From an optimization exercise on the open Yosys and OpenROAD flow, aimed at small area; shortcuts taken in it are not production practice. Where RTL was checked, it was by simulation tests only, not by an equivalence proof against the original. No activity file was given, so power comes from the tool's default toggle rates.

==> run R: inputs <==
==> flow/design.v (excerpt) <==
module frame_codec (
    input  wire        clk,
    input  wire        rst,
    input  wire        cmd_valid,
    output wire        cmd_ready,
    input  wire [7:0]  cmd_id,
    input  wire [15:0] cmd_len,
    input  wire        ack_valid,
    output wire        ack_ready,
    input  wire [7:0]  ack_seq,
    input  wire [7:0]  ack_type,
    input  wire        ack_short,
    input  wire        pl_valid,
    output wire        pl_ready,
    input  wire [7:0]  pl_data,
    output wire        tx_valid,
    input  wire        tx_ready,
    output wire [7:0]  tx_data,
    output wire [3:0]  tx_err,
    input  wire        open_req,
    input  wire        close_req,
    input  wire        in_valid,
    output wire        in_ready,
    input  wire [7:0]  in_data,
    output wire        q_valid,
    input  wire        q_pop,
    output wire        q_sentinel,
    output wire [7:0]  q_ctl,
    output wire [7:0]  q_seq,
    output wire [7:0]  q_mtype,
    output wire [15:0] q_len,
    output wire [15:0] q_cksum,
    input  wire [3:0]  q_idx,
    output wire [7:0]  q_byte,
    output wire [2:0]  ev_code,
    output wire        rx_closed,
    output wire        fault
);
Settings: LEC_CHECK=0, ABC_AREA=1, CAP_MARGIN=20, CORE_MARGIN=2, CORE_UTILIZATION=40, CTS_BUF_LIST=sky130_fd_sc_hd__clkbuf_4 sky130_fd_sc_hd__clkbuf_8, CTS_CLUSTER_SIZE=20, SLEW_MARGIN=20; clock period 10.0 ns.
run.sh (not shown) runs the stock make flow with config.mk's settings and CLKGATE_MAP_FILE= SYNTH_SCRIPT=/design/flow/synth_recipe.tcl, a recipe that flattens the netlist after the stock synthesis.
==> inputs of run E, as changes to run R <==
--- a/flow/design.v
+++ b/flow/design.v
@@ -179,36 +179,35 @@
     reg [7:0]  r_seq;
     reg [1:0]  r_mt;
     reg [15:0] r_len, r_cnt, r_acc;
     reg        r_par, r_cklo_ok;
     reg [127:0] buf_q;      
     reg        qs [0:7];
     reg [2:0]  head, tail;
     reg [3:0]  count;
-    reg [42:0]  hring [0:7];    
-    reg [127:0] dring [0:7];
+    reg [170:0] ring [0:7];     
     reg [2:0]   ph;
-    reg         hpend, dpend;   
+    reg         pend;           
     reg [2:0]   pslot;
     wire [2:0]   hpos  = head + ph;
-    wire         hbyp  = hpend && (pslot == head);
-    wire         dbyp  = dpend && (pslot == head);
-    wire [42:0]  hhd   = hbyp ? {r_c6, r_mt, r_seq, r_len, r_acc} : hring[hpos];
-    wire [127:0] dhd   = dring[hpos];
+    wire         byp   = pend && (pslot == head);
+    wire [170:0] rhd   = ring[hpos];
+    wire [42:0]  hhd   = byp ? {r_c6, r_mt, r_seq, r_len, r_acc} : rhd[170:128];
+    wire [127:0] dhd   = rhd[127:0];
     wire [1:0]   hmt   = hhd[41:40];
     assign q_valid    = (count != 4'd0);
     assign q_sentinel = qs[head];
     assign q_seq      = hhd[39:32];
     assign q_len      = hhd[31:16];
     assign q_cksum    = hhd[15:0];
     assign q_mtype    = {1'b1, 1'b0, 1'b1, hmt[1], hmt[1], 1'b0, hmt[1], hmt[1] | hmt[0]};
     wire   len_nz     = |q_len;
     assign q_ctl      = {5'd0, ~len_nz, len_nz | hhd[42], 1'b0};
-    assign q_byte     = dbyp ? buf_q[q_idx*8 +: 8] : dhd[q_idx*8 +: 8];
+    assign q_byte     = byp ? buf_q[q_idx*8 +: 8] : dhd[q_idx*8 +: 8];
     wire pop_fire = q_pop && q_valid;
     wire q_space  = !count[3] || pop_fire;
     assign in_ready  = (state == S_SEEK && open_flag) ||
                        (state != S_SEEK && state != S_CLOSED && state != S_FAULT);
     assign rx_closed = (state == S_CLOSED);
     wire in_fire = in_valid && in_ready;
     wire ctl_ok   = (in_data == CTL_SOF) || (in_data == CTL_EOT) || (in_data == CTL_ACK);
     wire is_a1    = (in_data == 8'hA1);
@@ -250,39 +249,38 @@
                         end
                     end else if (in_fire && ctl_ok) begin
                         r_sof <= (in_data == CTL_SOF);
                         r_c6k <= (in_data == CTL_ACK);
                         state <= S_HSEQ;
                     end
                 end
                 S_HSEQ: if (in_fire) begin
-                    r_seq <= in_data;
-                    r_c6  <= r_c6k;
-                    r_acc <= {CK_SEED[15:8] ^ in_data, CK_SEED[7:0]};
-                    r_par <= 1'b1;
-                    r_len <= 16'd0;
-                    r_cnt <= 16'd0;
-                    state <= S_HTYPE;
+                    r_cnt[7:0] <= in_data;
+                    state      <= S_HTYPE;
                 end
                 S_HTYPE: if (in_fire) begin
+                    r_seq <= r_cnt[7:0];
+                    r_c6  <= r_c6k;
                     r_mt  <= {is_bb, is_a1};
-                    r_acc <= acc_next;
-                    r_par <= ~r_par;
+                    r_len <= 16'd0;
+                    r_acc <= CK_SEED ^ {r_cnt[7:0], in_data};
+                    r_par <= 1'b0;
                     if (!mtype_ok) begin
                         ev_code <= EV_BAD_MTYPE;
                         state   <= S_SEEK;
                     end else if (r_sof)
                         state <= S_LEN0;
                     else
                         state <= S_CKLO;
                 end
                 S_LEN0: if (in_fire) begin
                     r_acc <= acc_next;
                     r_par <= ~r_par;
+                    r_cnt <= 16'd0;
                     if (in_data == LEN_ESC)
                         state <= S_LENHI;
                     else begin
                         r_len <= {8'h00, in_data};
                         state <= (in_data == 8'h00) ? S_CKLO : S_BODY;
                     end
                 end
                 S_LENHI: if (in_fire) begin
@@ -350,46 +348,38 @@
         end
     end
     always @(posedge clk) begin
         if (push)
             qs[tail] <= push_sent;
     end
     wire [2:0] islot = push_frame ? tail : pslot;
     wire [2:0] ipos  = islot + ph + 3'd1;
-    wire       hwant = push_frame || hpend;
-    wire       dwant = push_frame || dpend;
-    wire       hins  = hwant && (ipos == 3'd0 || ipos == 3'd3 || ipos == 3'd6);
-    wire       dins  = dwant && (ipos[1:0] == 2'd0);
+    wire       want  = push_frame || pend;
+    wire       ins   = want && (ipos[1:0] == 2'd0);
+    wire       ins0  = ins && !ipos[2];
+    wire       ins4  = ins &&  ipos[2];
     always @(posedge clk) begin
         if (rst) begin
-            ph    <= 3'd0;
-            hpend <= 1'b0;
-            dpend <= 1'b0;
+            ph   <= 3'd0;
+            pend <= 1'b0;
         end else begin
-            ph    <= ph + 3'd1;
-            hpend <= hwant && !hins;
-            dpend <= dwant && !dins;
+            ph   <= ph + 3'd1;
+            pend <= want && !ins;
         end
         if (push_frame)
             pslot <= tail;
     end
-    wire [42:0] hnew = {r_c6, r_mt, r_seq, r_len, r_acc};
+    wire [170:0] rnew = {r_c6, r_mt, r_seq, r_len, r_acc, buf_q};
     integer p;
     always @(posedge clk) begin
-        for (p = 0; p < 8; p = p + 1) begin
-            if ((p == 0 || p == 3 || p == 6) && hins && ipos == p)
-                hring[p] <= hnew;
-            else
-                hring[p] <= hring[(p + 7) % 8];
-            if ((p == 0 || p == 4) && dins && ipos == p)
-                dring[p] <= buf_q;
-            else
-                dring[p] <= dring[(p + 7) % 8];
-        end
+        ring[0] <= ins0 ? rnew : ring[7];
+        ring[4] <= ins4 ? rnew : ring[3];
+        for (p = 1; p < 8; p = p + 1)
+            if (p != 4) ring[p] <= ring[p-1];
     end
 endmodule
 module frame_codec (
     input  wire        clk,
     input  wire        rst,
     input  wire        cmd_valid,
     output wire        cmd_ready,
     input  wire [7:0]  cmd_id,
Settings changed: ABC_AREA 1 to default, CORE_UTILIZATION 40 to 55, CTS_BUF_LIST sky130_fd_sc_hd__clkbuf_4 sky130_fd_sc_hd__clkbuf_8 to sky130_fd_sc_hd__clkbuf_4, CTS_CLUSTER_SIZE 20 to 30.
==> results.toml <==
[critical_path]
crit_chain = "ha_1 > fa_1 > nand3_4 > nand2_8 > buf_4 > nand2_1 > inv_4 > buf_4 > nand2_1 > o21ai_0 > inv_1 > nand2_1 > o21bai_1 > nand2_1 > nor2_1 > nand2_1 > nor2_1 > nand3_1 > clkdlybuf4s50_1"
slowest_stage = "inv_4"

[grt]
grt_start_max_net_pins = 162
grt_pass1_wl_um = 297000

[die]
start_util = 0.402
die_x_um = 395

[cells_and_area]
largest_reg_flops = 1024

[detailed_routing]
dr_wl_met3_um = 15500

[synthesis]
yosysSeqAreaShare = 0.581
synth_mux_area_frac = 0.000184
synth.cell_area_sq_mm = 0.0611

[outcome]
outcome = "timing/DRC/antenna clean"
-- figures above: run R

==> results.toml <==
[detailed_routing]
dr_wl_met3_um = 21000

[synthesis]
synth.cell_area_sq_mm = 0.0597
yosysSeqAreaShare = 0.595

[critical_path]
slowest_stage = "fa_4"

[outcome]
outcome = "timing/DRC/antenna clean"

[grt]
grt_pass1_wl_um = 303000

[die]
die_x_um = 333
-- figures above: run E

No run of this note included a check of the RTL's function; only the layout flow was run.

* * *

==> job 7386 <==
Another version of the RTL of frame_codec (not shown whole).
clock: 10.0 ns
lec_check: 0
cap_margin: 20
core_margin: 2
core_utilization: 55
slew_margin: 20
standard.sh (not shown) runs the stock make flow with config.mk's settings and CLKGATE_MAP_FILE= SYNTH_SCRIPT=/design/flow/synth_recipe.tcl, a recipe that flattens the netlist after the stock synthesis.
==> flow/flow/run.sh <==
#!/bin/bash
# Layout: the standard flow (standard.sh with synth_recipe.tcl), with
# three changes to how the layout is built:
#  - technology mapping: ORFS's scripts are copied into scripts/ here and the
#    ABC script that synthesis runs (abc_speed.script) is replaced by
#    flow/abc_area.script, an area-recovering mapping without ABC's buffering
#    and gate upsizing (placement repairs the nets that need buffers). The
#    registers are mapped by dfflibmap before ABC runs, so they are the
#    standard synthesis's;
#  - clock tree: clkbuf_4 buffers driving sink clusters of up to 9 registers,
#    and no dummy loads (the default tree pads every level with them);
#  - each port gets the smallest buffer, buf_1, instead of clkdlybuf4s50_1.
# The make output goes to standard.log; each ORFS step keeps its own log
# under orfs/logs.
set -euo pipefail
rm -rf scripts
cp -r "$FLOW_HOME/scripts" scripts
cp flow/abc_area.script scripts/abc_speed.script
export SCRIPTS_DIR="$PWD/scripts"
export CTS_ARGS="-sink_clustering_enable -repair_clock_nets -dont_use_dummy_load -buf_list {sky130_fd_sc_hd__clkbuf_4} -sink_clustering_size 9 -sink_clustering_max_diameter 45"
export BUFFER_PORTS_ARGS="-buffer_cell sky130_fd_sc_hd__buf_1"
bash standard.sh > standard.log 2>&1
==> flow/flow/abc_area.script <==
strash
&get -n
&fraig -x
&put
scorr
dc2
dretime
strash
&get -n
&dch -f
&nf -R 1000
&put
==> job 4971: changes against job 7386 <==
--- a/flow/design.v
+++ b/flow/design.v
@@ -95,11 +95,11 @@
                     if (cmd_len == 16'hFFFF) begin
                         err8 <= 1'b1;             
                     end else begin
                         is_ack  <= 1'b0;
                         f_a     <= cmd_id;
-                        f_len   <= cmd_len + 16'd1;
+                        f_len   <= cmd_len;
                         acc     <= CK_SEED;
                         par     <= 1'b0;
                         state   <= T_SOF;
                     end
                 end
@@ -108,23 +108,29 @@
                     if (!par) acc[15:8] <= acc[15:8] ^ tx_data;
                     else      acc[7:0]  <= acc[7:0]  ^ tx_data;
                     par <= ~par;
                 end
                 case (state)
-                    T_SOF:   state <= T_SEQ;
+                    T_SOF: begin
+                        if (!is_ack) f_len <= f_len + 16'd1;
+                        state <= T_SEQ;
+                    end
                     T_SEQ: begin
                         if (!is_ack) seq_ctr <= seq_ctr + 8'd1;
                         state <= T_TYPE;
                     end
                     T_TYPE:  state <= is_ack ? T_CKLO : T_LEN0;
                     T_LEN0:  state <= ext_len ? T_LENHI : T_ID;
                     T_LENHI: state <= T_LENLO;
                     T_LENLO: state <= T_ID;
-                    T_ID:    state <= (f_len == 16'd1) ? T_CKLO : T_PAY;
+                    T_ID: begin
+                        f_len <= ~f_len;
+                        state <= (f_len == 16'd1) ? T_CKLO : T_PAY;
+                    end
                     T_PAY: begin
-                        f_len <= f_len - 16'd1;
-                        if (f_len == 16'd2) state <= T_CKLO;
+                        f_len <= f_len + 16'd1;
+                        if (f_len == 16'hFFFD) state <= T_CKLO;
                     end
                     T_CKLO:  state <= T_CKHI;
                     T_CKHI:  state <= T_IDLE;
                     default: state <= T_IDLE;
                 endcase
@@ -181,11 +187,11 @@
     reg [15:0] r_len, r_cnt, r_acc;
     reg        r_par, r_cklo_ok;
     reg [127:0] buf_q;      
     reg [7:0]  qs;              
     reg [2:0]  head, tail;
-    reg [3:0]  count;
+    reg        full;            
     reg [170:0] ring [0:7];     
     reg [2:0]   ph;
     reg         pend, pendb;    
     reg [2:0]   pslot, pslotb;
     wire [2:0]   hpos  = head + ph;
@@ -225,20 +231,20 @@
                 assign col[gi] = rhd[8*gi + gb];
             end
             fc_sel16 u_sel (.s(isel), .d(col), .y(q_byte[gb]));
         end
     endgenerate
-    assign q_valid    = (count != 4'd0);
+    assign q_valid    = full || (head != tail);
     assign q_sentinel = qs[head];
     assign q_seq      = hhd[39:32];
     assign q_len      = hhd[31:16];
     assign q_cksum    = hhd[15:0];
     assign q_mtype    = {1'b1, 1'b0, 1'b1, hmt[1], hmt[1], 1'b0, hmt[1], hmt[1] | hmt[0]};
     wire   len_nz     = |q_len;
     assign q_ctl      = {5'd0, ~len_nz, len_nz | hhd[42], 1'b0};
     wire pop_fire = q_pop && q_valid;
-    wire q_space  = !count[3] || pop_fire;
+    wire q_space  = !full || pop_fire;
     assign in_ready  = (state == S_SEEK && open_flag) ||
                        (state != S_SEEK && state != S_CLOSED && state != S_FAULT);
     assign rx_closed = (state == S_CLOSED);
     wire in_fire = in_valid && in_ready;
     wire ctl_ok   = (in_data == CTL_SOF) || (in_data == CTL_EOT) || (in_data == CTL_ACK);
@@ -378,20 +384,20 @@
     end
     always @(posedge clk) begin
         if (rst) begin
             head  <= 3'd0;
             tail  <= 3'd0;
-            count <= 4'd0;
+            full  <= 1'b0;
         end else begin
             if (push)
                 tail <= tail + 3'd1;
             if (pop_fire)
                 head <= head + 3'd1;
             if (push && !pop_fire)
-                count <= count + 4'd1;
+                full <= (tail + 3'd1 == head);
             else if (pop_fire && !push)
-                count <= count - 4'd1;
+                full <= 1'b0;
         end
     end
     always @(posedge clk) begin
         if (push)
             for (k = 0; k < 8; k = k + 1)
CORE_UTILIZATION = 70   (was 55)
==> run summary <==
Placed insts = 4884
Sequential power = 7.11 mW
Compound-gate portion of the synthesized area = 0.189
Setup Skew = 0.104 ns
Routed length on met2 = 70800 microns
Largest net degree at the start of global routing = 105
CLK BUF = 207
Met2 Resource Use GR = 0.517
Reg2reg end = u_rx.count[3]
Final period utilization = 0.791
Metal-1 WL = 58900 microns
Tot GR Track Use = 0.316
Reg-to-reg setup timing slack = 5.07 ns
R2R depth = 15
Hold WS = 0.263 ns
Status = timing/DRC/antenna clean
Leakage = 18.6 nW
(the above is from job 7386)
==> run summary <==
Status = timing/DRC/antenna clean
Tot GR Track Use = 0.375
Met2 Resource Use GR = 0.595
Leakage = 18.4 nW
Metal-1 WL = 52100 microns
CLK BUF = 204
Reg2reg end = u_rx.s4
Hold WS = 0.267 ns
Sequential power = 7.05 mW
R2R depth = 16
Reg-to-reg setup timing slack = 5.35 ns
Setup Skew = 0.143 ns
Final period utilization = 0.878
Placed insts = 4591
Largest net degree at the start of global routing = 113
(the above is from job 4971)

==> static timing again, ports no longer ideal <==
The flow's constraints put no driver on any port. The routed layouts listed below were extracted and timed again, unchanged, in two steps.
Step 1: set_driving_cell puts a clkbuf_16 on clk and a buf_2 on each other input, an assumption about the parent block.
Step 2 times the ports against the registers' clock, not the clock port: input delays grow and output delays shrink by t, the midpoint of the rising clock arrivals with the driver on.
a / b / c = ideal / step 1 / step 2; a / b = the first two.
run | t, ns | setup slack, ns | worst setup path at the end | cell pins on the clock port's net
run R | 1.052 | 1.425 / 1.341 / 2.393 | register to output | 1
run E | 1.297 | 0.892 / 0.825 / 1.893 | input to output | 1
job 7386 | 1.171 | 2.093 / 2.026 / 3.069 | input to output | 1
job 4971 | 1.127 | 1.221 / 1.153 / 2.280 | register to output | 1
After both steps every run listed still meets setup and hold.
